This is an optimization exercise on Yosys and OpenROAD, whose aim is a short achievable clock period and few clock cycles, not a production implementation.
At most, simulation tests tie the RTL to the original design; equivalence was not proved.
Power is estimated from default activity; no workload was simulated.

== run 1 ==
==> flow/design.v (excerpt) <==
module flz_decomp (
    input  wire        clk,
    input  wire        rst,         
    input  wire        start,
    input  wire        abort,
    input  wire [15:0] in_off,
    input  wire [15:0] in_len,
    output wire [15:0] in_addr,
    input  wire [7:0]  in_rdata,
    output wire        out_we,
    output wire [14:0] out_waddr,
    output wire [7:0]  out_wdata,
    output wire [14:0] out_raddr,
    input  wire [7:0]  out_rdata,
    output wire [1:0]  st,
    output reg  [1:0]  err,
    output reg  [2:0]  cause,
    output reg  [15:0] op
);
Size: about 2300 cells after synthesis, roughly 770 flip-flops, roughly 0.031 sq mm of cells after synthesis.
export LEC_CHECK = 0
export CAP_MARGIN = 20
export CORE_MARGIN = 2
export CORE_UTILIZATION = 40
export SETUP_SLACK_MARGIN = 4
export SLEW_MARGIN = 20
create_clock -name core_clock -period 6.0 [get_ports {clk}]
run.sh (not shown) runs the stock make flow with config.mk's settings and CLKGATE_MAP_FILE= SYNTH_SCRIPT=/design/flow/synth_recipe.tcl, a recipe that flattens the netlist after the stock synthesis.
What run 2 does differently from run 1 at the input level:
--- a/flow/design.v
+++ b/flow/design.v
@@ -120,30 +120,29 @@
     wire        tr_sm   = (iq_tag == 6'd0);
     wire        tr_lm   = (iq_tag[5:1] == 5'd0);
     wire        t_lit   = running && iq_v && (t_st == T_LIT);
     wire        t_fin   = running && (t_st == T_CTRL) && t_end && c_le7;
     wire        c1_uf   = c1_hi_gt || (c1_hi_eq && c1_lo_ge);
     wire [9:0]  ov_sum  = {1'b0, op_p[8:0]} + {1'b0, k_add};
     wire        ovf     = ((op_p[15:9] == 7'd64) && (k_add != 9'd0)) ||
                           ((op_p[15:9] == 7'd63) && (ov_sum > 10'd512));
     wire [14:0] c1_src  = {c1_src_hi + {6'd0, c1_src_lo[8]}, c1_src_lo[7:0]};
     wire        c_push  = running && c1_v && !c_stop;
-    wire        c_byp   = running && k_v && (k_type == K_LIT) && !c1_v && !c_stop;
-    wire        q_push  = c_push || c_byp;
     reg         lq_ne;        
     reg         cq_ne;        
     wire        x_lpop  = (x_mode == X_LIT) && lq_ne;
     wire        x_free  = (x_mode == X_IDLE) || (x_last && ((x_mode == X_COPY) || x_lpop));
     wire        x_load  = running && x_free && cq_ne;
     wire [7:0]  d_byte  = (d_sel == D_LIT) ? d_lit :
                           (d_sel == D_MEM) ? out_rdata :
                           (d_sel == D_H1)  ? h1 : h2;
+    integer i;
     always @(posedge clk) begin
         f0_v   <= fetch;
         f0_tag <= f_tag;
         ia     <= ip;
         f1_v   <= f0_v;
         f1_tag <= f0_tag;
         iq     <= in_rdata;
         iq_v   <= f1_v;
         iq_tag <= f1_tag;
         ip     <= ip + {15'd0, fetch};
@@ -160,21 +159,21 @@
         if (fetch) begin
             fleft <= fleft - 16'd1;
             fnz   <= (fleft != 16'd1);
         end
         if (t_lit) begin
             lq[lq_w[3:0]] <= iq;
             lq_w     <= lq_w + 5'd1;
         end
         lq_r <= lq_r + {4'd0, x_lpop};
         lq_ne <= t_lit ? (x_lpop ? lq_ne : 1'b1) : (x_lpop ? (lq_w - lq_r != 5'd1) : lq_ne);
-        cq_ne <= q_push ? (x_load ? cq_ne : 1'b1) : (x_load ? (cq_w - cq_r != 4'd1) : cq_ne);
+        cq_ne <= c_push ? (x_load ? cq_ne : 1'b1) : (x_load ? (cq_w - cq_r != 4'd1) : cq_ne);
         k_v   <= 1'b0;
         k_add <= 9'd0;
         if (running) begin
             case (t_st)
                 T_CTRL: begin
                     if (t_fin) begin
                         k_v     <= 1'b1;
                         k_type  <= K_FIN;
                         k_err   <= t_first ? E_CORRUPT : E_NONE;
                         k_cause <= t_first ? C_TRUNC_HDR : C_NONE;
@@ -226,21 +225,21 @@
                     t_st   <= T_CTRL;
                 end
                 T_LIT: if (iq_v) begin
                     t_cnt <= t_cnt - 5'd1;
                     if (t_cnt == 5'd0) t_st <= T_CTRL;
                 end
                 default: ;
             endcase
             if (iq_v && iq_tag == 6'd0) t_end <= 1'b1;
         end
-        c1_v     <= running && k_v && !c_byp;
+        c1_v     <= running && k_v;
         c1_type  <= k_type;
         c1_n     <= k_n;
         c1_one   <= k_one;
         c1_src_lo <= {1'b0, op_p[7:0]} + {1'b0, ~k_ofs[7:0]};
         c1_src_hi <= op_p[14:8] + {2'b11, ~k_ofs[12:8]};
         c1_dsel  <= (k_ofs == 13'd0) ? D_H1 : (k_ofs == 13'd1) ? D_H2 : D_MEM;
         c1_err   <= k_err;
         c1_cause <= k_cause;
         c1_ovf   <= ovf;
         c1_hi_gt <= ({3'd0, k_ofs[12:8]} >  op_p[15:8]);
@@ -260,27 +259,20 @@
                 cq_cnt[cq_w[2:0]]   <= {4'd0, E_CORRUPT, C_OVERFLOW_LIT};
                 c_stop         <= 1'b1;
             end
             if (c1_type == K_MATCH && (c1_uf || c1_ovf)) begin
                 cq_type[cq_w[2:0]]  <= K_FIN;
                 cq_cnt[cq_w[2:0]]   <= {4'd0, E_CORRUPT, c1_uf ? C_UNDERFLOW : C_OVERFLOW_MATCH};
                 c_stop         <= 1'b1;
             end
             cq_w <= cq_w + 4'd1;
         end
-        if (c_byp) begin
-            cq_cnt[cq_w[2:0]]  <= ovf ? {4'd0, E_CORRUPT, C_OVERFLOW_LIT} : k_n;
-            cq_one[cq_w[2:0]]  <= k_one;
-            cq_type[cq_w[2:0]] <= ovf ? K_FIN : K_LIT;
-            if (ovf) c_stop <= 1'b1;
-            cq_w <= cq_w + 4'd1;
-        end
         cq_r <= cq_r + {3'd0, x_load};
         w_v    <= d_v;
         w_data <= d_byte;
         if (d_v) begin
             h1 <= d_byte;
             h2 <= h1;
         end
         cnt_d <= cnt_d + {15'd0, d_v};
         cnt_r <= cnt_r + {15'd0, r_v};
         op    <= cnt_r;           
@@ -375,26 +367,23 @@
             if (start && st_o != ST_RUN) st_o <= ST_RUN;
         end
         if (!(rst || abort) && go) begin
             st_r    <= ST_RUN;
             err     <= E_NONE;
             cause   <= C_NONE;
             op      <= 16'd0;
             wa      <= 15'd0;
             cnt_d   <= 16'd0;
             cnt_r   <= 16'd0;
-            ia      <= in_off;
-            f0_v    <= (in_len != 16'd0);
-            f0_tag  <= (in_len[15:6] != 10'd0) ? 6'd63 : (in_len[5:0] - 6'd1);
-            ip      <= in_off + 16'd1;
-            fleft   <= in_len - 16'd1;
-            fnz     <= (in_len[15:1] != 15'd0);
+            ip      <= in_off;
+            fleft   <= in_len;
+            fnz     <= (in_len != 16'd0);
             c_le5   <= 1'b1;
             c_le6   <= 1'b1;
             c_le7   <= 1'b1;
             l_le13  <= 1'b1;
             l_le14  <= 1'b1;
             l_le15  <= 1'b1;
             t_st    <= T_CTRL;
             t_first <= 1'b1;
             t_end   <= (in_len == 16'd0);
             c_stop  <= 1'b0;
Results
Run 2: full flow OK, the timing, DRC and antenna checks passed. Delta (run 2 minus run 1): total power fell 3.2%; combinational cell power went down; via count of the first global-routing pass lower. On run 2: design area is about 3.5% lower than what run 1 gave. Die area | run 2 < run 1. Number of cells in the design after placement, run 1 and run 2: larger value in run 1. Run comparison: run 2 standard cell with the maximum stage delay on the critical path sky130_fd_sc_hd__dfxtp_2; run 1 standard cell with the maximum stage delay on the critical path sky130_fd_sc_hd__or3_4.
Testbench counts of run 2, summed over its fixed seeds: cycles 297,194.
Function not checked in run 1: the RTL went through the layout flow alone.

separate check: timing with driven ports:
In the flow no input, the clock included, has a driving cell. The finished layouts below were timed again as built, in two steps. Step 1: set_driving_cell puts a clkbuf_16 on clk and a buf_2 on each other input, an assumption about the parent block. Step 2 adds t to the input delays and takes it off the output delays; t is the mean of the earliest and latest rising clock arrival at the registers after step 1. Input paths then give back, and output paths get back, about the clock's delay inside the block. a / b / c = no drivers / after step 1 / after step 2; a / b = the first two.
run | t, ns | slack for setup (ns) | worst slew at a driven data input, ns
run 1 | 0.675 | 3.425 / 3.425 / 3.091 | 0.09
run 2 | 0.673 | 3.736 / 3.668 / 3.324 | 0.06
After both steps setup and hold are still met in every run listed. The setup slack of run 2, which loses most, moves by -0.068 ns with the drivers and by -0.412 ns with both steps.
